This design comes from an exercise in tuning for small area, a short achievable clock period and few clock cycles on the open sky130 flow, not from production work.
The RTL was checked by simulation tests, not by an equivalence proof against the original design.

==> run H: inputs <==
==> flow/design.v (excerpt) <==
module bfsk_demod (
    input  wire        clk,
    input  wire        rst,
    input  wire        in_valid,
    output wire        in_ready,
    input  wire [1:0]  in_op,
    input  wire [39:0] in_data,
    output reg         bit_valid,
    output reg         bit_val,
    output reg         bit_lock,
    output reg         byte_valid,
    output reg  [7:0]  byte_data
);
    localparam [1:0] OP_SAMPLE = 2'd0;
    localparam [1:0] OP_RESET  = 2'd1;
    localparam [1:0] OP_CFG    = 2'd2;
    reg         rdy;
    reg         v_r;
    reg  [1:0]  op_r;
    reg  [39:0] d_r;
    assign in_ready = rdy;
    wire accept = in_valid && rdy;
    always @(posedge clk) begin
        v_r  <= accept && !rst;
        op_r <= in_op;
        d_r  <= in_data;
    end
    reg        cfg_valid;
    reg  [7:0] sps_m1;                
    reg  [7:0] c0_neg, c0_one, c0_two;
    reg  [7:0] c1_neg, c1_one, c1_two;
  ...
clock: 22.0 ns
lec_check: 0
abc_area: 1
cap_margin: 20
core_margin: 2
core_utilization: 60
slew_margin: 20
standard.sh (not shown) runs the stock make flow with config.mk's settings and CLKGATE_MAP_FILE= SYNTH_SCRIPT=/design/flow/synth_recipe.tcl, a recipe that flattens the netlist after the stock synthesis.
==> flow/flow/run.sh <==
#!/bin/bash
set -euo pipefail
bash standard.sh SETUP_SLACK_MARGIN=16.5 CTS_CLUSTER_SIZE=24 CTS_CLUSTER_DIAMETER=120 finish \
    > flow_make.log 2>&1
==> run D (differences from run H) <==
--- a/flow/design.v
+++ b/flow/design.v
@@ -1518,17 +1518,17 @@
             {c1_two, c1_one, c1_neg} <= enc1;
         end
     end
     reg  [7:0]  n;
     reg         fresh;                  
     reg  [23:0] q1_0, q2_0, q1_1, q2_1;
     reg         ld_pend;                
     wire [11:0] x     = d_r[11:0];
-    reg  [11:0] x_eff;                  
+    wire [11:0] x_eff = fresh ? 12'd0 : x;    
     wire [25:0] t0, t1;
     bfsk_gstep g0 (.b_neg(c0_neg), .b_one(c0_one), .b_two(c0_two),
                    .q1(q1_0), .q2(q2_0), .x(x_eff), .t(t0));
     bfsk_gstep g1 (.b_neg(c1_neg), .b_one(c1_one), .b_two(c1_two),
                    .q1(q1_1), .q2(q2_1), .x(x_eff), .t(t1));
     wire [23:0] xs     = {{12{x[11]}}, x};
     wire [23:0] nq_0   = fresh ? xs : t0[23:0];
     wire [23:0] nq_1   = fresh ? xs : t1[23:0];
@@ -1540,17 +1540,16 @@
             q1_1 <= nq_1;
             q2_0 <= fresh ? 24'd0 : q1_0;
             q2_1 <= fresh ? 24'd0 : q1_1;
         end
     end
     wire fresh_nx = rst || do_clear || (do_samp ? at_end : fresh);
     always @(posedge clk) begin
         fresh <= fresh_nx;
-        x_eff <= fresh_nx ? 12'd0 : in_data[11:0];
         if (rst) begin
             n       <= 8'd0;
             ld_pend <= 1'b0;
         end else begin
             ld_pend <= close;
             if (do_clear)
                 n <= 8'd0;
             else if (do_samp)
==> flow/flow/run.sh (replaced) <==
#!/bin/bash
set -euo pipefail
sed '1s/yosys synth -nofsm -noshare {/yosys synth -nofsm -noshare -noabc {/' synth_recipe.tcl \
    > synth_noabc.tcl
grep -q -- '-noshare -noabc {' synth_noabc.tcl
bash standard.sh SYNTH_SCRIPT="$PWD/synth_noabc.tcl" \
    BUFFER_PORTS_ARGS="-buffer_cell sky130_fd_sc_hd__buf_2" \
    SETUP_SLACK_MARGIN=16.5 CTS_CLUSTER_SIZE=24 CTS_CLUSTER_DIAMETER=120 finish \
    > flow_make.log 2>&1
==> run A (differences from run H) <==
--- a/flow/design.v
+++ b/flow/design.v
@@ -1463,17 +1463,17 @@
     input  wire        in_valid,
     output wire        in_ready,
     input  wire [1:0]  in_op,
     input  wire [39:0] in_data,
     output reg         bit_valid,
     output reg         bit_val,
     output reg         bit_lock,
     output reg         byte_valid,
-    output reg  [7:0]  byte_data
+    output wire [7:0]  byte_data
 );
     localparam [1:0] OP_SAMPLE = 2'd0;
     localparam [1:0] OP_RESET  = 2'd1;
     localparam [1:0] OP_CFG    = 2'd2;
     reg         rdy;
     reg         v_r;
     reg  [1:0]  op_r;
     reg  [39:0] d_r;
@@ -1655,46 +1655,44 @@
             rdy <= 1'b1;
         else
             rdy <= !(near && unit_bz);
     end
     reg        locked;
     reg        last_b;
     reg  [6:0] run;                     
     reg  [2:0] bp_cnt;
-    reg  [6:0] sh;                      
+    reg  [7:0] sh;
     wire       alt      = bit_r != last_b;
     wire [6:0] run_nx   = !alt ? 7'd1 : (run[6] ? run : run + 7'd1);
     wire       lock_now = !locked && bit_r && run_nx[6];
-    always @(posedge clk) begin
-        bit_val   <= bit_r;
-        bit_lock  <= locked || lock_now;
-        byte_data <= {sh, bit_r};
-    end
+    assign byte_data = sh;
     always @(posedge clk) begin
         if (rst) begin
             locked     <= 1'b0;
             last_b     <= 1'b0;
             run        <= 7'd1;
             bp_cnt     <= 3'd0;
             bit_valid  <= 1'b0;
             byte_valid <= 1'b0;
         end else begin
             bit_valid  <= bit_pend;
             byte_valid <= bit_pend && locked && bp_cnt == 3'd7;
             if (bit_pend) begin
+                bit_val  <= bit_r;
+                bit_lock <= locked || lock_now;
                 if (!locked) begin
                     last_b <= bit_r;
                     run    <= run_nx;
                     if (lock_now) begin
                         locked <= 1'b1;
                         bp_cnt <= 3'd0;
                     end
                 end else begin
-                    sh     <= {sh[5:0], bit_r};
+                    sh     <= {sh[6:0], bit_r};
                     bp_cnt <= bp_cnt + 3'd1;
                 end
             end
             if (sync_clear) begin
                 locked <= 1'b0;
                 last_b <= 1'b0;
                 run    <= 7'd1;
                 bp_cnt <= 3'd0;
Settings changed: ABC_AREA 1 to unset, CORE_UTILIZATION 60 to 40.
==> run M (differences from run H) <==
--- a/flow/design.v
+++ b/flow/design.v
@@ -1463,17 +1463,17 @@
     input  wire        in_valid,
     output wire        in_ready,
     input  wire [1:0]  in_op,
     input  wire [39:0] in_data,
     output reg         bit_valid,
     output reg         bit_val,
     output reg         bit_lock,
     output reg         byte_valid,
-    output reg  [7:0]  byte_data
+    output wire [7:0]  byte_data
 );
     localparam [1:0] OP_SAMPLE = 2'd0;
     localparam [1:0] OP_RESET  = 2'd1;
     localparam [1:0] OP_CFG    = 2'd2;
     reg         rdy;
     reg         v_r;
     reg  [1:0]  op_r;
     reg  [39:0] d_r;
@@ -1655,46 +1655,44 @@
             rdy <= 1'b1;
         else
             rdy <= !(near && unit_bz);
     end
     reg        locked;
     reg        last_b;
     reg  [6:0] run;                     
     reg  [2:0] bp_cnt;
-    reg  [6:0] sh;                      
+    reg  [7:0] sh;
     wire       alt      = bit_r != last_b;
     wire [6:0] run_nx   = !alt ? 7'd1 : (run[6] ? run : run + 7'd1);
     wire       lock_now = !locked && bit_r && run_nx[6];
-    always @(posedge clk) begin
-        bit_val   <= bit_r;
-        bit_lock  <= locked || lock_now;
-        byte_data <= {sh, bit_r};
-    end
+    assign byte_data = sh;
     always @(posedge clk) begin
         if (rst) begin
             locked     <= 1'b0;
             last_b     <= 1'b0;
             run        <= 7'd1;
             bp_cnt     <= 3'd0;
             bit_valid  <= 1'b0;
             byte_valid <= 1'b0;
         end else begin
             bit_valid  <= bit_pend;
             byte_valid <= bit_pend && locked && bp_cnt == 3'd7;
             if (bit_pend) begin
+                bit_val  <= bit_r;
+                bit_lock <= locked || lock_now;
                 if (!locked) begin
                     last_b <= bit_r;
                     run    <= run_nx;
                     if (lock_now) begin
                         locked <= 1'b1;
                         bp_cnt <= 3'd0;
                     end
                 end else begin
-                    sh     <= {sh[5:0], bit_r};
+                    sh     <= {sh[6:0], bit_r};
                     bp_cnt <= bp_cnt + 3'd1;
                 end
             end
             if (sync_clear) begin
                 locked <= 1'b0;
                 last_b <= 1'b0;
                 run    <= 7'd1;
                 bp_cnt <= 3'd0;
==> flow_summary_export.csv <==
group,metric,value,unit
floorplanning,core,104000,sq um
status,run_status,"timing/DRC/antenna clean",
setup_path,critical_path_buf_inv_count,4,
setup_path,critPathCaptureType,"flop",
drt,detail_route.wl_per_cell,21.3,um
final_layout,mostFrequentLayoutCell,"inv_1",
setup_path,timing.rr.start,"c1_one[0]$_DFFE_PP_",
The numbers above come from run A.

==> flow_summary_export.csv <==
group,metric,value,unit
status,run_status,"timing/DRC/antenna clean",
final_layout,mostFrequentLayoutCell,"inv_1",
setup_path,critPathCaptureType,"output port",
clock_tree,cts_buffers,24,
setup_path,critical_path_buf_inv_count,1,
floorplanning,core,69800,sq um
setup_path,timing.rr.start,"c1_neg[0]$_DFFE_PP_",
drt,detail_route.wl_per_cell,22.4,um
The numbers above come from run M.

==> flow_summary_export.csv <==
group,metric,value,unit
drt,detail_route.wl_per_cell,24.5,um
setup_path,timing.rr.start,"c1_one[7]$_DFFE_PP_",
status,run_status,"timing/DRC/antenna clean",
setup_path,critPathCaptureType,"output port",
final_layout,mostFrequentLayoutCell,"nand2_1",
The numbers above come from run D.

==> flow_summary_export.csv <==
group,metric,value,unit
final_layout,mostFrequentLayoutCell,"inv_1",
floorplanning,core,69900,sq um
status,run_status,"timing/DRC/antenna clean",
clock_tree,cts_buffers,25,
setup_path,timing.rr.start,"c0_one[0]$_DFFE_PP_",
setup_path,critPathCaptureType,"output port",
setup_path,critical_path_buf_inv_count,1,
The numbers above come from run H.

Testbench counts of run H, summed over its fixed seeds: cycles 88,023.
Testbench counts of run D, summed over its fixed seeds: cycles 88,023.
Testbench counts of run A, summed over its fixed seeds: cycles 88,023.
Testbench counts of run M, summed over its fixed seeds: cycles 88,023.

re-timing with driven ports:
How much do the figures lean on ideal ports? The routed layouts below were timed once more, with nothing changed but the port constraints. Step 1, drivers: a clkbuf_16 drives clk and a buf_2 each remaining input, both assumed. Step 2, shift: input delay + t, output delay - t, t = (earliest + latest rising clock arrival at the registers) / 2. This alone moves slack from input paths to output paths. a / b / c = ideal / step 1 / step 2; a / b = the first two.
run	t (ns)	slack for setup (ns)	worst hold slack (ns)	worst setup path at the end	latest minus earliest clock arrival (ns)
run H	0.676	16.513 / 16.450 / 16.189	0.350 / 0.350 / 0.350	input to register	0.037 / 0.038
run D	0.685	16.534 / 16.464 / 16.379	0.348 / 0.348 / 0.348	input to register	0.035 / 0.035
run A	0.680	16.156 / 16.156 / 15.988	0.448 / 0.448 / 0.448	input to register	0.042 / 0.042
run M	0.673	16.404 / 16.336 / 16.317	0.422 / 0.422 / 0.422	input to register	0.023 / 0.022
After both steps every run listed still meets setup and hold. The setup slack of run H, which loses most, moves by -0.063 ns with the drivers and by -0.324 ns with both steps.
